From an optimization exercise on the open Yosys and OpenROAD flow, aimed at a short achievable clock period; shortcuts taken in it are not production practice.
At most, simulation tests tie the RTL to the original design; equivalence was not proved.
Power figures rest on the tool's default switching activity, not on a simulated workload.

Design ajq_top, start of the top module:
module ajq_top #(
    parameter N_RX = 16,
    parameter N_TX = 16
) (
    input  wire        clk,
    input  wire        rst,
    input  wire        drx_req_valid,
    input  wire [39:0] drx_req,
    output wire        drx_req_ready,
    output reg         drx_rsp_valid,
    output wire [33:0] drx_rsp,
    input  wire        dtx_req_valid,
    input  wire [39:0] dtx_req,
    output wire        dtx_req_ready,
    output reg         dtx_rsp_valid,
    output wire [33:0] dtx_rsp,
    input  wire        m_req_valid,
    input  wire [39:0] m_req,
    output wire        m_req_ready,
    output reg         m_rsp_valid,
    output reg  [33:0] m_rsp,
    output wire        rxq_empty,
    output wire        rxq_full,
    output wire        txq_empty,
    output wire        txq_full,
    output wire        tx_irq_en,
    output wire [31:0] pkt
);
clock: 4.0 ns
lec_check: 0
abc_clock_period_in_ps: 1500
cap_margin: 20
core_margin: 2
core_utilization: 40
setup_slack_margin: 2.4
slew_margin: 20
tns_end_percent: 100
standard.sh (not shown) runs the stock make flow with config.mk's settings and CLKGATE_MAP_FILE= SYNTH_SCRIPT=/design/flow/synth_recipe.tcl, a recipe that flattens the netlist after the stock synthesis.
==> flow/flow/run.sh <==
#!/bin/bash
set -euo pipefail
export BUFFER_PORTS_ARGS="-buffer_cell sky130_fd_sc_hd__buf_4"
bash standard.sh MATCH_CELL_FOOTPRINT=0 finish > flow_make.log 2>&1
The starting point produced a clean layout.
Change:
--- a/flow/design.v
+++ b/flow/design.v
@@ -169,25 +169,28 @@
                 rxf_q <= 1'b0;
             end
             if (rx_pop_ok)
                 rs_q <= rs_rot;
             if (rx_a_ok && rx_push_ok)
                 re_q <= {re_q[13:0], re_q[15:14]};
             else if (rx_a_ok || rx_push_ok)
                 re_q <= re_rot;
         end
     end
-    always @(posedge clk) begin
-        if (!rt_q[0])
-            rh_q <= rx_a_d ? drx_b : m_b;
-        else if (m_acc_d && ((op_qpop && !m_q) || op_recv || op_poll))
-            rh_q <= rt_q[1] ? rx_rd1 : drx_b;
+    wire       rh_upd = !rt_q[0] || (m_acc_d && ((op_qpop && !m_q) || op_recv || op_poll));
+    wire [7:0] rh_nv  = !rt_q[0] ? (rx_a_d ? drx_b : m_b) :
+                        (rt_q[1] ? rx_rd1 : drx_b);
+    always @(posedge clk) begin
+        if (rst)
+            rh_q <= 8'h00;
+        else if (rh_upd)
+            rh_q <= rh_nv;
     end
     wire tx_a_d    = dtx_req_valid && (dtx_op == 4'h6) && !nirq_q;
     wire tx_a      = tx_a_d && !rst;
     wire tx_a_ok   = tx_a && tt_q[0];
     wire tx_emp_a  = !tt_q[0] || (tx_a && !tt_q[1]);
     wire tx_full_a = !tnf_q && !tx_a;
     wire tx_b_init = m_acc && (op_tinit || (op_qinit && m_q));
     wire tx_b_send = (m_acc && (op_send || op_enc)) || enc_step;   
     wire tx_b_push = tx_b_send || (m_acc && op_qpush && m_q);
     wire tx_b_pop  = m_acc && op_qpop && m_q;
@@ -267,31 +270,35 @@
         else if (feed_go)
             pos_q <= pos_q[4] ? (match_u ? 5'b00001 : 5'b10000) : {pos_q[3:0], 1'b0};
     end
     always @(posedge clk) begin
         if (feed_go_d) begin
             if (pos_q[4]) begin
                 f0_q  <= f1_q;
                 f1_q  <= f2_q;
                 f2_q  <= f3_q;
                 f3_q  <= feed_b;
-                fx_q  <= fx_q ^ f0_q ^ feed_b;
             end else begin
                 if (pos_q[0]) f0_q <= feed_b;
                 if (pos_q[1]) f1_q <= feed_b;
                 if (pos_q[2]) f2_q <= feed_b;
                 if (pos_q[3]) f3_q <= feed_b;
-                fx_q  <= (pos_q[0] ? 8'h00 : fx_q) ^ feed_b;
             end
         end
     end
     always @(posedge clk) begin
+        if (rst)
+            fx_q <= 8'h00;
+        else if (feed_go_d)
+            fx_q <= (pos_q[0] ? 8'h00 : fx_q) ^ (pos_q[4] ? f0_q : 8'h00) ^ feed_b;
+    end
+    always @(posedge clk) begin
         if (match_d)
             pkt_q <= {f0_q, f1_q, f2_q, f3_q};
     end
     wire [7:0] enc_c  = m_req[31:24];
     wire [7:0] enc_p1 = m_req[23:16];
     wire [7:0] enc_p2 = m_req[15:8];
     wire [7:0] enc_p3 = m_req[7:0];
     wire       enc_go = m_acc && op_enc && !tx_full_a;
     wire       enc_end = tx_full_a || es_q[3];
     always @(posedge clk) begin
Effect: The changed run ran to the end with no violations. Count of clock-buffer cells in the layout fell by 4. Cell area fell by 1.6%. Global-route usage rose by 0.64 points. Non-clock buffer count fell by 30. Worst setup slack gets worse by 0.060 ns. Die area stays flat. Via count stays flat. Total power fell by 1.5%. Area after synthesis barely changes. Clock power fell by 4.3%. Worst hold slack gets better by 0.049 ns. First-iteration DRC count rose by 3.1%. Routed wire length rose by 3.1%. Combinational power rose by 6.6%.
No functional check of the RTL was part of the second run of this note.

========
ajq_top, a different RTL version from the one above (not shown whole).
Size in the first run: about 2200 cells after synthesis.
export LEC_CHECK = 0
export ABC_CLOCK_PERIOD_IN_PS = 1500
export CAP_MARGIN = 20
export CORE_MARGIN = 2
export CORE_UTILIZATION = 40
export SETUP_SLACK_MARGIN = 2.4
export SLEW_MARGIN = 20
export TNS_END_PERCENT = 100
create_clock -name core_clock -period 4.0 [get_ports {clk}]
==> flow/flow/run.sh <==
#!/bin/bash
set -euo pipefail
export BUFFER_PORTS_ARGS="-buffer_cell sky130_fd_sc_hd__buf_4"
export POST_RESIZE_TCL="$PWD/flow/size_inputs.tcl"
bash standard.sh MATCH_CELL_FOOTPRINT=0 finish > flow_make.log 2>&1
==> flow/flow/size_inputs.tcl <==
# Size each input port's buffer to the number of loads it drives.
set block [ord::get_db_block]
foreach bterm [$block getBTerms] {
  if { [$bterm getIoType] != "INPUT" || [$bterm getName] == "clk" } { continue }
  set net [$bterm getNet]
  if { $net == "NULL" } { continue }
  foreach iterm [$net getITerms] {
    set inst [$iterm getInst]
    set master [[$inst getMaster] getName]
    if { ![string match "sky130_fd_sc_hd__buf_*" $master] } { continue }
    set fo 0
    foreach it [$inst getITerms] {
      if { [$it isOutputSignal] } {
        set onet [$it getNet]
        if { $onet != "NULL" } { set fo [expr { [llength [$onet getITerms]] - 1 }] }
      }
    }
    if { $fo > 10 } {
      set new sky130_fd_sc_hd__buf_12
    } elseif { $fo > 4 } {
      set new sky130_fd_sc_hd__buf_8
    } else {
      continue
    }
    puts "size_inputs: [$inst getName] ([$bterm getName], $fo loads) $master -> $new"
    replace_cell [get_cells [$inst getName]] $new
  }
}
The baseline completed without violations.
Rerun with:
--- a/flow/design.v
+++ b/flow/design.v
@@ -1,37 +1,37 @@
 module ajq_bq (
     input  wire        clk,
-    input  wire [15:0] we,
-    input  wire [15:0] wsel,
+    input  wire [15:0] we0,
     input  wire [7:0]  wd0,
+    input  wire [15:0] we1,
     input  wire [7:0]  wd1,
     input  wire [15:0] rs0,
     output reg  [7:0]  rd0,
     input  wire [15:0] rs1,
     output reg  [7:0]  rd1
 );
     reg [127:0] buf_q;
     integer k;
     always @(*) begin
         rd0 = 8'h00;
         rd1 = 8'h00;
         for (k = 0; k < 16; k = k + 1) begin
             rd0 = rd0 | (buf_q[k*8 +: 8] & {8{rs0[k]}});
             rd1 = rd1 | (buf_q[k*8 +: 8] & {8{rs1[k]}});
         end
     end
     genvar g;
     generate
         for (g = 0; g < 16; g = g + 1) begin : ent
             always @(posedge clk) begin
-                if (we[g])
-                    buf_q[g*8 +: 8] <= wsel[g] ? wd0 : wd1;
+                if (we0[g])      buf_q[g*8 +: 8] <= wd0;
+                else if (we1[g]) buf_q[g*8 +: 8] <= wd1;
             end
         end
     endgenerate
 endmodule
 module ajq_top #(
     parameter N_RX = 16,
     parameter N_TX = 16
 ) (
     input  wire        clk,
     input  wire        rst,
@@ -119,33 +119,34 @@
     wire rx_a_d    = drx_req_valid && (drx_op == 4'h5);
     wire rx_a      = rx_a_d && !rst;
     wire rx_a_ok   = rx_a && rnf_q;
     wire rx_emp_a  = !rt_q[0] && !rx_a;               
     wire rx_full_a = !rnf_q || (rx_a && rt_q[14]);    
     wire rx_b_init = m_acc && (op_tinit || (op_qinit && !m_q));
     wire rx_b_push = m_acc && op_qpush && !m_q;
     wire rx_b_pop  = m_acc && ((op_qpop && !m_q) || op_recv || op_poll);
     wire rx_push_ok = rx_b_push && !rx_full_a;
     wire rx_pop_ok  = rx_b_pop && !rx_emp_a;
-    wire rx_b_push_d = m_acc_d && op_qpush && !m_q;
+    wire rx_a_ok_d    = rx_a_d && rnf_q;
+    wire rx_push_ok_d = m_acc_d && op_qpush && !m_q &&
+                        rnf_q && !(rx_a_d && rt_q[14]);
     wire [7:0] rx_rd = rt_q[0] ? rh_q : drx_b;
     wire [7:0]  rx_rd1;      
     wire [7:0]  rx_unused;
     wire [15:0] re_rot = {re_q[14:0], re_q[15]};
     wire [15:0] rs_rot = {rs_q[14:0], rs_q[15]};
-    wire [7:0]  rx_wd_a = rx_a_d ? drx_b : m_b;
-    wire [15:0] rx_we   = ({16{rx_a_d || rx_b_push_d}} & re_q & {16{rnf_q}}) |
-                          ({16{rx_a_d && rx_b_push_d}} & re_rot & {16{!rt_q[14]}});
+    wire [15:0] rx_we0 = rx_a_ok_d ? re_q : 16'h0;
+    wire [15:0] rx_we1 = rx_push_ok_d ? (rx_a_ok_d ? re_rot : re_q) : 16'h0;
     ajq_bq u_rxq (
         .clk(clk),
-        .we(rx_we), .wsel(re_q),
-        .wd0(rx_wd_a), .wd1(m_b),
+        .we0(rx_we0), .wd0(drx_b),
+        .we1(rx_we1), .wd1(m_b),
         .rs0(rs_rot), .rd0(rx_rd1),
         .rs1(16'h0),  .rd1(rx_unused)
     );
     always @(posedge clk) begin
         if (rst || rx_b_init) begin
             rt_q  <= 15'h0;
             rnf_q <= 1'b1;
             rxe_q <= 1'b1;
             rxf_q <= 1'b0;
             rs_q  <= 16'h1;
@@ -198,22 +199,22 @@
     wire tx_send_ok = tx_b_send && !tx_full_a;
     wire tx_push_ok_d = (busy_q || (m_acc_d && (op_send || op_enc || (op_qpush && m_q)))) &&
                         (tnf_q || tx_a_d);
     wire [7:0] tx_wd = busy_q   ? esh_q[7:0] :
                        m_op[2]  ? m_req[31:24] : m_b;
     wire [7:0]  tx_rd0, tx_rd1;
     wire [15:0] ts_rot = {ts_q[14:0], ts_q[15]};
     wire [7:0]  tx_rd_b = tx_a_d ? tx_rd1 : tx_rd0;    
     ajq_bq u_txq (
         .clk(clk),
-        .we(tx_push_ok_d ? te_q : 16'h0), .wsel(16'hffff),
-        .wd0(tx_wd), .wd1(8'h00),
+        .we0(tx_push_ok_d ? te_q : 16'h0), .wd0(tx_wd),
+        .we1(16'h0), .wd1(8'h00),
         .rs0(ts_q),   .rd0(tx_rd0),
         .rs1(ts_rot), .rd1(tx_rd1)
     );
     always @(posedge clk) begin
         if (rst || tx_b_init) begin
             tt_q  <= 15'h0;
             tnf_q <= 1'b1;
             txe_q <= 1'b1;
             txf_q <= 1'b0;
             ts_q  <= 16'h1;
After rerunning: Total power went down by 1.6%; die area increases by 0.50%; hold slack gains 0.12 ns; utilization decreases by 2.1 points; wire length goes down by 8.9%.
Function was not checked in any run of this note: the RTL went through the layout flow alone.

## what the ideal ports hide
No port has a modelled driver above. Below, the same layouts with a new extraction and two added sets of constraints.
Step 1 sets driving cells, clkbuf_16 on the clock port and buf_2 on the other inputs (assumed; they add their load-dependent delay and slew).
Step 2 also shifts input and output timing later by t, the mid clock arrival at the registers, as if the neighbouring blocks saw the same clock.
a / b / c = ideal / step 1 / step 2; a / b = the first two.
| run | t, ns | setup slack, ns | clock arrival spread, ns | worst data-port slew with drivers (ns) | cell pins on the clock port's net |
|---|---|---|---|---|---|
| the first run of note 1 | 0.672 | 1.881 / 1.864 / 1.192 | 0.018 / 0.018 | 0.28 | 1 |
| the second run of note 1 | 0.681 | 1.821 / 1.799 / 1.118 | 0.032 / 0.032 | 0.27 | 1 |
| the first run of note 2 | 0.688 | 1.684 / 1.590 / 0.903 | 0.025 / 0.025 | 0.26 | 1 |
| the second run of note 2 | 0.665 | 1.826 / 1.777 / 1.112 | 0.035 / 0.036 | 0.29 | 1 |
After both steps setup and hold are still met in every run listed. For the first run of note 2, which loses most, drivers alone change the setup slack by -0.094 ns; drivers and shift together by -0.781 ns.
